From an optimization exercise on the open Yosys and OpenROAD flow, aimed at small area, a short achievable clock period and few clock cycles per item; shortcuts taken in it are not production practice. Function was checked by simulation only, so behaviour that the tests miss may differ from the original. No activity file was given, so power comes from the tool's default toggle rates.

### flow/design.v
module tone_divisor_search (
    input  wire        clk,
    input  wire        rst,       
    input  wire        start,
    input  wire [31:0] hz,        
    output wire        ready,
    output reg         done,
    output wire [7:0]  div,       
    output wire [15:0] cmp,       
    output wire [33:0] err        
);
    localparam [25:0] N    = 26'd42000000;
    localparam [26:0] HALF = 27'd21000000;
    localparam [1:0] P_DIV = 2'd0, P_RND = 2'd1, P_NEG = 2'd2, P_SHF = 2'd3;
    reg        busy;
    reg [1:0]  ph;
    reg        bigq;      
    reg [4:0]  cnt;       
    reg        nb;        
    reg [31:0] hzr;
    reg [33:0] R;         
    reg [15:0] X;         
    reg [1:0]  K;         
    assign ready = ~busy;
    assign div   = {K == 2'd3, 1'b0, K == 2'd2, 1'b0, K == 2'd1, 1'b0, K == 2'd0, 1'b0};
    assign cmp   = X;
    assign err   = {R[33:1], 1'b0};
    wire acc = start & ~busy;
    wire t10 = |hz[31:10];
    wire t12 = |hz[31:12];
    wire t13 = |hz[31:13];
    wire t14 = |hz[31:14];
    wire t15 = |hz[31:15];
    wire t18 = |hz[31:18];
    wire s8  = t18;
    wire s11 = t15 & ~t18;
    wire s12 = t14 & ~t15;
    wire s13 = t13 & ~t14;
    wire s14 = t12 & ~t13;
    wire s16 = t10 & ~t12;
    wire s22 = ~t10;
    wire [25:0] r_in = ({26{s8}}  & (N >> 8))  | ({26{s11}} & (N >> 11)) |
                       ({26{s12}} & (N >> 12)) | ({26{s13}} & (N >> 13)) |
                       ({26{s14}} & (N >> 14)) | ({26{s16}} & (N >> 16)) |
                       ({26{s22}} & (N >> 22));
    wire [4:0]  c_in = ({5{s8}}  & 5'd7)  | ({5{s11}} & 5'd10) | ({5{s12}} & 5'd11) |
                       ({5{s13}} & 5'd12) | ({5{s14}} & 5'd13) | ({5{s16}} & 5'd15) |
                       ({5{s22}} & 5'd21);    
    wire        n_in = |({s8, s11, s12, s13, s14, s16, s22} &
                         {N[7], N[10], N[11], N[12], N[13], N[15], N[21]});
    wire ge641 = (hzr >= 32'd641);
    wire ge161 = (hzr >= 32'd161);
    wire ge41  = (hzr >= 32'd41);
    wire [1:0] k    = {~ge161, (~ge641 & ge161) | ~ge41};
    wire       tiny = (hzr[31:4] == 28'd0) && (hzr[3:0] <= 4'd10);
    wire       big  = (hzr > 32'd21000000);
    wire [3:0]  t_hi   = 4'd10 - hzr[3:0];
    wire [9:0]  t_lo   = 10'd890 + {6'd0, hzr[3:0]};
    wire [33:0] r_tiny = {7'd0, t_hi, 6'd0, t_lo, 7'd0};
    wire        dv    = busy & (ph == P_DIV);
    wire        rn    = busy & (ph == P_RND);
    wire        ng    = busy & (ph == P_NEG);
    wire        sh    = busy & (ph == P_SHF);
    wire        unsh  = ~busy | ng;
    wire [26:0] A     = unsh ? R[26:0] : {R[25:0], dv & nb};
    wire        cin   = dv | (ng & ~bigq);
    wire [28:0] S2    = {1'b0, A, 1'b1} + {1'b0, ~hzr[26:0], cin};
    wire [26:0] S     = S2[27:1];
    wire        cy    = S2[28];
    wire        take  = ng | ((dv | rn) & cy);
    wire [26:0] r_lo  = take ? (S ^ {27{ng}}) : A;
    wire [4:0]  hi5   = hzr[31:27] - {4'd0, cy};
    wire [6:0]  r_hi  = sh ? R[32:26] : ng ? (bigq ? {2'b0, hi5} : 7'd0) :
                        busy ? 7'd0 : R[33:27];
    wire [15:0] x_inc = X + 16'd1;
    always @(posedge clk) begin
        if (rst) begin
            busy <= 1'b0;
            done <= 1'b0;
        end else begin
            done <= 1'b0;
            if (!busy) begin
                if (start) busy <= 1'b1;
            end else begin
                case (ph)
                    P_DIV: begin
                        if (tiny) begin
                            busy <= 1'b0;
                            done <= 1'b1;
                        end
                    end
                    P_RND, P_NEG: begin
                        if (!(ph == P_RND && cy) && k == 2'd0 && !bigq) begin
                            busy <= 1'b0;
                            done <= 1'b1;
                        end
                    end
                    default: begin
                        if (cnt == 5'd0) begin
                            busy <= 1'b0;
                            done <= 1'b1;
                        end
                    end
                endcase
            end
        end
    end
    wire last = (cnt == {2'd0, k, 1'b0});
    wire [1:0] ph_nx = {~busy ? 1'b0 : (ph[1] | ph[0] | big), 
                        ~busy ? 1'b0 : ((dv & ~big & last) | (rn & ~cy) | ng | sh)};
    always @(posedge clk) ph <= ph_nx;
    always @(posedge clk) begin
        if (!busy) begin
            hzr  <= hz;
            cnt  <= c_in;
            nb   <= n_in;
            bigq <= 1'b0;
        end else begin
            K <= k;
            case (ph)
                P_DIV: begin
                    if (big) begin
                        bigq <= 1'b1;
                        cnt  <= 5'd1;
                    end else begin
                        cnt <= cnt - 5'd1;
                        nb  <= N[cnt - 5'd1];
                    end
                end
                P_RND, P_NEG: ;
                default: cnt <= cnt - 5'd1;
            endcase
        end
        if (acc)
            R <= {8'd0, r_in};
        else if (dv && tiny)
            R <= r_tiny;
        else if (dv && big)
            R <= {7'd0, HALF};
        else
            R <= {r_hi, r_lo};
        if (acc)
            X <= 16'd0;
        else if (dv)
            X <= tiny ? 16'hFFFF : big ? 16'd2 : {X[14:0], cy};
        else if (rn && cy)
            X <= x_inc;
    end
endmodule
### flow/flow/run.sh
#!/bin/bash
# Standard ORFS layout (the standard.sh), with a larger setup-slack
# target for timing repair and buf_2 cells as the port buffers.
set -euo pipefail
export SETUP_SLACK_MARGIN=5.0
export BUFFER_PORTS_ARGS="-buffer_cell sky130_fd_sc_hd__buf_2"
bash standard.sh > standard.log 2>&1
### flow/standard.sh
#!/bin/bash
# synth_recipe.tcl (not shown) runs the flow's synth.tcl, then flattens the netlist and writes it again
# the make line also repeats each setting of config.mk as NAME=value (left out here)
make -C /OpenROAD-flow-scripts/flow DESIGN_CONFIG=/design/flow/config.mk WORK_HOME=/design/flow/orfs CLKGATE_MAP_FILE= SYNTH_SCRIPT=/design/flow/synth_recipe.tcl "${@:-finish}"
### flow/config.mk
export PLATFORM = sky130hd
export DESIGN_NAME = tone_divisor_search
export DESIGN_NICKNAME = tone_divisor_search
export VERILOG_FILES = /design/flow/design.v
export SDC_FILE = /design/flow/constraint.sdc
export NUM_CORES = 4
export LEC_CHECK = 0
export CAP_MARGIN = 20
export CORE_MARGIN = 2
export CORE_UTILIZATION = 40
export PLACE_DENSITY = 0.6
export SLEW_MARGIN = 20
### flow/constraint.sdc
create_clock -name core_clock -period 10.0 [get_ports {clk}]
set_input_delay 2.0000 -clock core_clock [delete_from_list [all_inputs] [get_ports {clk}]]
set_output_delay 2.0000 -clock core_clock [all_outputs]
set_load 0.01 [all_outputs]
==> flow_summary.json, run 1 <==
{
  "drc": 0,
  "path_cells": "buf_4 -> nand2_1 -> nor2_1 -> nor2_1 -> fa_1 -> nor2b_1 -> o311a_1 -> o2111ai_1 -> a211oi_1 -> o21ai_1 -> a21oi_1 -> o21ai_1 -> a2111oi_0 -> nor3_1",
  "synth_edf_count": 40,
  "clock_skew_ps": 7.28,
  "worst-path-stages": 14,
  "netlist.area_leader.share_pct": 16.4,
  "nets": 979,
  "async_reset_ff_share_pct": 0,
  "hold_buffers": 0,
  "whs_path_depth": 2,
  "yosysMostFrequentCell": "a21oi_1",
  "fmax_ghz": 0.218,
  "power.density_nw_per_um2": 198,
  "min_period_ps": 4590,
  "rows": 49,
  "drive_gt1_share_pct": 17.9,
  "r2r_cells": 14,
  "die_area_sq_um": 19400,
  "ff_latch_area_sq_um": 2300,
  "min_path_type": "register to register",
  "final-hold-violation-count": 0,
  "die_w_um": 139,
  "worstPathArrival_ps": 4820,
  "relSlewSlack_pct": 34.5,
  "core_area_sq_um": 18000,
  "synthTopCellsByCount": "a21oi_1, nor2_1, nand2_1",
  "synth_cells": 858,
  "grt_max_degree": 51,
  "yosys_register_bits": 95,
  "status": "complete, no violations",
  "place_congestion": 0.960,
  "cap_violations": 0,
  "yosysUniqueCellTypes": 78,
  "path_delay_family": "compound AO/OA/AOI/OAI gates",
  "num_antenna_cells": 0,
  "clk_latency_ps": 360,
  "synth.avg_cell_area_sq_um": 8.55,
  "port_buffers": 89,
  "peakVddDrop_mv": 0.0951,
  "tightest_slew_ps": 980,
  "path_clk_slew_ps": 70,
  "ys_warn_count": 1,
  "slew_viol_final": 0,
  "numCtsBuffers": 9,
  "vias_per_cell": 5.81,
  "h-tree-depth": 3,
  "routed_wl_um": 21500,
  "io_pins": 95,
  "grt_pass1_wl_um": 33700,
  "firstDrtPassIters": 5,
  "startpoint_type": "register",
  "vias": 6562,
  "tritoncts": "yes",
  "yosysSeqAreaShare_pct": 31.4,
  "cts-root-buf": "clkbuf_16",
  "setup-tns-final_ps": 0,
  "cts_setup_buffers": 0,
  "yosysTopAreaCell": "edfxtp_1",
  "wl_per_cell_um": 19.1,
  "hold_slack_ps": 471,
  "fp.dieH_um": 139,
  "cts_resized": 0,
  "dpl.hpwl_um": 16100,
  "grt.total_usage_pct": 21.9,
  "slowest_stage": "nand2_1",
  "grt-ovfl-total": 0,
  "cts_buffer_depth": 2,
  "path_max_fanout": 28,
  "fin_crit_sh_pct": 45.9,
  "start_util_pct": 40.8,
  "ant_nets": 0,
  "slowest_delay_ps": 580,
  "criticalPathCategory": "register to register",
  "grt_pass1_vias": 6021,
  "synthFlopType": "dfxtp_1",
  "critPathBufInv": 1,
  "fillers": 1804,
  "syn_area_sq_um": 7340,
  "first_iter_violations": 566,
  "grt_setup_unrepaired": "false",
  "cp-end-kind": "register",
  "multi_input_area_sq_um": 4410,
  "worstPathRequired_ps": 10240,
  "syn_to_final_growth_pct": 8.77,
  "p_leak_nw": 3.40,
  "setup_viol": 0,
  "synth_area_leaders": "edfxtp_1, dfxtp_1, ha_1, a21oi_1, mux2_2",
  "antenna_found_initial": 0,
  "clock-sinks": 95
}
metrics by stage:
stage / instance area (sq um) / total power [mW] / setup WS, ps / utilization [%] / instances
floorplan: 7350 / 1.09 / 5690 / - / 862
global placement: 7690 / 1.23 / 5430 / 42.8 / 1113
detailed placement: 7690 / 1.23 / 5160 / 42.8 / 1113
CTS: 7980 / 1.58 / 5130 / 44.4 / 1129
global route: 7980 / 1.68 / 5020 / 44.4 / 1129
finish: 7980 / 1.58 / 5410 / 44.4 / 1129
final timing paths:
| path | startpoint | to | slack, ps |
|---|---|---|---|
| min | R[33] | R[33] | 470 |
| max reg2reg | busy | X[4] | 5410 |
| max | busy | X[4] | 5410 |
| min reg2reg | R[33] | R[33] | 470 |
registers in the layout (all words and copies together), names as in the netlist:
signal	count
busy	1
ph	2
R	34
done	1
nb	1
cnt	5
K	2
hzr	32
X	16
bigq	1
kinds of logic after synthesis:
| logic type | count (synthesis) | synth area share, % |
|---|---|---|
| other cells | 1 | 0.0511 |
| compound gates | 254 | 23.3 |
| mux | 40 | 5.90 |
| fa+ha+maj | 49 | 8.46 |
| buf+inv | 126 | 8.82 |
| flops | 95 | 31.4 |
| simple gates | 260 | 18.1 |
| xor+xnor | 33 | 3.94 |
metal layers:
metal  part of all wire, %  global-route usage [%]  vias up
li1                      -                       -     3197
met1                    45                    29.7     3082
met2                    46                    35.1      252
met3                   6.4                    3.79       31
met4                   2.4                    7.92        0
met5                     0                       0        -
tightest hold or removal path, stage by stage, from the launching register on:
cell     delay (ps)
dfxtp_1         310
nand2_1          60
a21oi_1          50
area by class of cell:
| class | instances | share of cell area, % |
|---|---|---|
| multi-input cells | 641 | 55.2 |
| flip-flops and latches | 95 | 28.9 |
| repair buffers | 96 | 6.24 |
| well taps | 229 | 3.59 |
| clock buffers | 14 | 3.45 |
| inverters | 52 | 2.45 |
| clock inverters | 2 | 0.172 |
layout by cell type (no fill, tap or decap), drive strengths merged, types with 4 or more instances in the layout:
| cell | count |
|---|---|
| nor3 | 26 |
| buf | 96 |
| nand2b | 9 |
| xnor2 | 19 |
| mux2 | 26 |
| nor2b | 13 |
| edfxtp | 40 |
| and2 | 6 |
| o211ai | 8 |
| o21a | 9 |
| nand3 | 23 |
| inv | 52 |
| nor2 | 67 |
| clkbuf | 14 |
| a311oi | 6 |
| a21o | 17 |
| dfxtp | 55 |
| a221oi | 4 |
| o22ai | 5 |
| o21ai | 47 |
| nand2 | 59 |
| nor4 | 12 |
| mux2i | 14 |
| ha | 48 |
| a31oi | 16 |
| o211a | 5 |
| nor3b | 7 |
| conb | 5 |
| a211oi | 19 |
| o31ai | 11 |
| xor2 | 14 |
| nand4 | 8 |
| a32o | 4 |
| or3 | 11 |
| and3 | 9 |
| a21oi | 71 |
where the power goes:
part	total, mW	switching (mW)	internal (mW)	leakage, nW
Clock	0.346	0.155	0.191	0.142
Combinational	0.710	0.413	0.297	2.40
Sequential	0.521	0.0559	0.465	0.859
Testbench counts, summed over its fixed seeds: cycles 19,890, items 1,280.
==> run 2, diff against run 1 <==
==> flow/flow/run.sh (replaced) <==
#!/bin/bash
# Standard ORFS layout (the standard.sh), with a larger setup-slack
# target for timing repair and buf_2 cells as the port buffers.
set -euo pipefail
export SETUP_SLACK_MARGIN=6.0
export BUFFER_PORTS_ARGS="-buffer_cell sky130_fd_sc_hd__buf_2"
bash standard.sh > standard.log 2>&1
==> flow_summary.json, run 2 <==
{
  "worstPathArrival_ps": 4170,
  "grt_pass1_vias": 6317,
  "worstPathRequired_ps": 10260,
  "fin_cells": 1155,
  "tritoncts": "yes",
  "final-hold-violation-count": 0,
  "whs_path_depth": 2,
  "ys_warn_count": 1,
  "io_pins": 95,
  "die_area_sq_um": 19400,
  "r2r_start": "busy",
  "p_leak_nw": 3.61,
  "yosysMostFrequentCell": "a21oi_1",
  "yosysTopAreaCell": "edfxtp_1",
  "dr_wl_met2_um": 10600,
  "synthXorXnorAreaFrac_pct": 3.94,
  "drc": 0,
  "first_iter_violations": 632,
  "synth_edf_count": 40,
  "tightest_slew_ps": 947,
  "criticalPathCategory": "register to register",
  "path_clk_slew_ps": 70,
  "multi_input_area_sq_um": 4790,
  "synth_area_leaders": "edfxtp_1, dfxtp_1, ha_1, a21oi_1, mux2_2",
  "antenna_found_initial": 0,
  "reg_top3": "R (34), hzr (32), X (16)",
  "layout_common_cells": "buf_2, a21oi_1, nor2_1",
  "dpl.hpwl_um": 15900,
  "numCtsBuffers": 9,
  "wl_per_cell_um": 20.5,
  "path_max_fanout": 26,
  "ant_nets": 0,
  "rows": 49,
  "synth.avg_cell_area_sq_um": 8.55,
  "min_period_ps": 3910,
  "drive_gt1_share_pct": 25.2,
  "clk_latency_ps": 370,
  "grt_pass1_wl_um": 35100,
  "routed.top_layer": "met4",
  "muxShareOfSynthArea_pct": 5.90,
  "regMostFlops": "R",
  "worst_slack_ps": 6090,
  "fmax_ghz": 0.256,
  "clock-sinks": 95,
  "fin_crit_sh_pct": 39.1,
  "endpoint": "R[23]",
  "async_reset_ff_share_pct": 0,
  "num_antenna_cells": 0,
  "routed_wl_um": 23600,
  "fp.dieH_um": 139,
  "nets": 1005,
  "peakVddDrop_mv": 0.0939,
  "cts_buffer_depth": 2,
  "synthTopCellsByCount": "a21oi_1, nor2_1, nand2_1",
  "drt-met1-wl_um": 10300,
  "route.met3.wl_um": 1740,
  "mostFrequentLayoutCell": "buf_2",
  "place_congestion": 0.952,
  "power.density_nw_per_um2": 201,
  "synthAdderAreaFrac_pct": 8.46,
  "synth_compound_area_share_pct": 23.3,
  "r2r_end": "R[23]",
  "cp-end-kind": "register",
  "grt_max_degree": 53,
  "start_util_pct": 40.8,
  "dp.cells": 1113,
  "startpoint_type": "register",
  "fillers": 1756,
  "h-tree-depth": 3,
  "syn_to_final_growth_pct": 17.9,
  "synth_top_family_by_area": "compound AO/OA/AOI/OAI gates",
  "die_w_um": 139,
  "yosys_register_bits": 95,
  "grt-ovfl-total": 0,
  "cap_violations": 0,
  "synthFlopType": "dfxtp_1",
  "yosysUniqueCellTypes": 78,
  "clock_skew_ps": 8.45,
  "relSlewSlack_pct": 36.6,
  "yosysSeqAreaShare_pct": 31.4,
  "vias": 6839,
  "vias_per_cell": 5.92,
  "min_path_type": "register to register",
  "rrSetupSlack_ps": 6090,
  "port_buffers": 89,
  "netlist.area_leader.share_pct": 16.4,
  "r2r_cells": 19,
  "synth_cells": 858,
  "pre_cts_ws_ps": 4900,
  "synthSimpleGateAreaFrac_pct": 18.1,
  "status": "complete, no violations",
  "largest_reg_flops": 34,
  "syn_area_sq_um": 7340,
  "critPathLaunch": "busy",
  "setup_viol": 0,
  "firstDrtPassIters": 6,
  "grt_setup_unrepaired": "false",
  "cts-root-buf": "clkbuf_16",
  "grt.total_usage_pct": 22.9,
  "fin_util_pct": 48.2,
  "setup-tns-final_ps": 0,
  "slew_viol_final": 0,
  "core_area_sq_um": 18000,
  "ff_latch_area_sq_um": 2300
}
run 2: worst min path at each step:
stage | from | end | slack, ps
after global placement | R[33] | R[33] | 450
after detailed placement | R[33] | R[33] | 460
after global routing | R[33] | R[33] | 520
after CTS | R[33] | R[33] | 480
final | R[33] | R[33] | 460
after floorplan | R[33] | R[33] | 440
run 2: stage by stage:
stage                     instance area [sq um]  power (mW)  hold slack [ps]
after CTS                                  8180        1.63              476
final                                      8650        1.74              465
after detailed placement                   7690        1.23              458
after floorplan                            7360        1.09              440
after global routing                       8650        1.84              519
after global placement                     7690        1.23              448
run 2: layout make-up:
cell class / instances / area share [%]
Clock inverter: 5 / 0.492
Clock buffer: 11 / 3.18
Timing Repair Buffer: 119 / 8.77
Multi-Input combinational cell: 644 / 55.3
Inverter: 52 / 2.26
Sequential cell: 95 / 26.6
Tap cell: 229 / 3.31
run 2: report_power, final:
part / switching [mW] / internal (mW)
registers: 0.0599 / 0.465
logic: 0.474 / 0.369
clock network: 0.169 / 0.203
total: 0.703 / 1.04
run 2: per-layer routing:
layer | track usage (%) | vias to the layer above
li1 | - | 3267
met1 | 31.1 | 3231
met2 | 35.3 | 286
met3 | 4.34 | 55
met4 | 10.7 | 0
met5 | 0 | -
run 2: what timing repair did:
action	in CTS	in global routing
hold endpoints to repair	0	0
buffers inserted	5	15
pin swaps	5	12
cloned	2	4
resized for setup	26	51
hold buffers	0	0
setup endpoints to repair	51	48
run 2: worst max-delay path: stages (launching register included):
cell	delay (ps)
dfxtp_2	320
inv_2	110
buf_12	210
nor2_4	50
buf_12	150
buf_4	150
o21ai_2	170
inv_1	80
fa_1	440
nor2b_2	170
o311a_4	200
o2111ai_4	160
a211oi_4	370
o21ai_4	140
buf_6	160
a21boi_4	240
buf_8	170
mux2i_1	180
mux2i_1	100
a22o_1	200
run 2: cell families (layout without fill, tap and decap cells):
family	after synthesis	after routing
other	1	5
DFF	95	95
muxes	40	40
xor gates and xnor gates	33	33
adders and majority gates	49	49
buffers and inverters	126	187
AOI/OAI and AO/OA	254	256
and+or+nand+nor	260	261

-- afterwards: timing with drivers on the ports --
No port has a modelled driver above. Below, the same layouts with a new extraction and two added sets of constraints. Step 1 sets driving cells, clkbuf_16 on the clock port and buf_2 on the other inputs (assumed; they add their load-dependent delay and slew). Step 2 adds t to the input delays and takes it off the output delays; t is the mean of the earliest and latest rising clock arrival at the registers after step 1. Input paths then give back, and output paths get back, about the clock's delay inside the block. a / b / c = no drivers / after step 1 / after step 2; a / b = the first two.
run | shift t [ns] | setup WS [ns] | hold slack, ns | worst slew at a driven data input, ns | cell pins on the clock port's net
run 1 | 0.403 | 5.414 / 5.414 / 5.414 | 0.471 / 0.471 / 0.471 | 0.03 | 1
run 2 | 0.404 | 6.090 / 6.090 / 5.856 | 0.465 / 0.465 / 0.465 | 0.03 | 1
After both steps setup and hold are still met in every run listed. The setup slack of run 2, which loses most, moves by 0.000 ns with the drivers and by -0.234 ns with both steps.
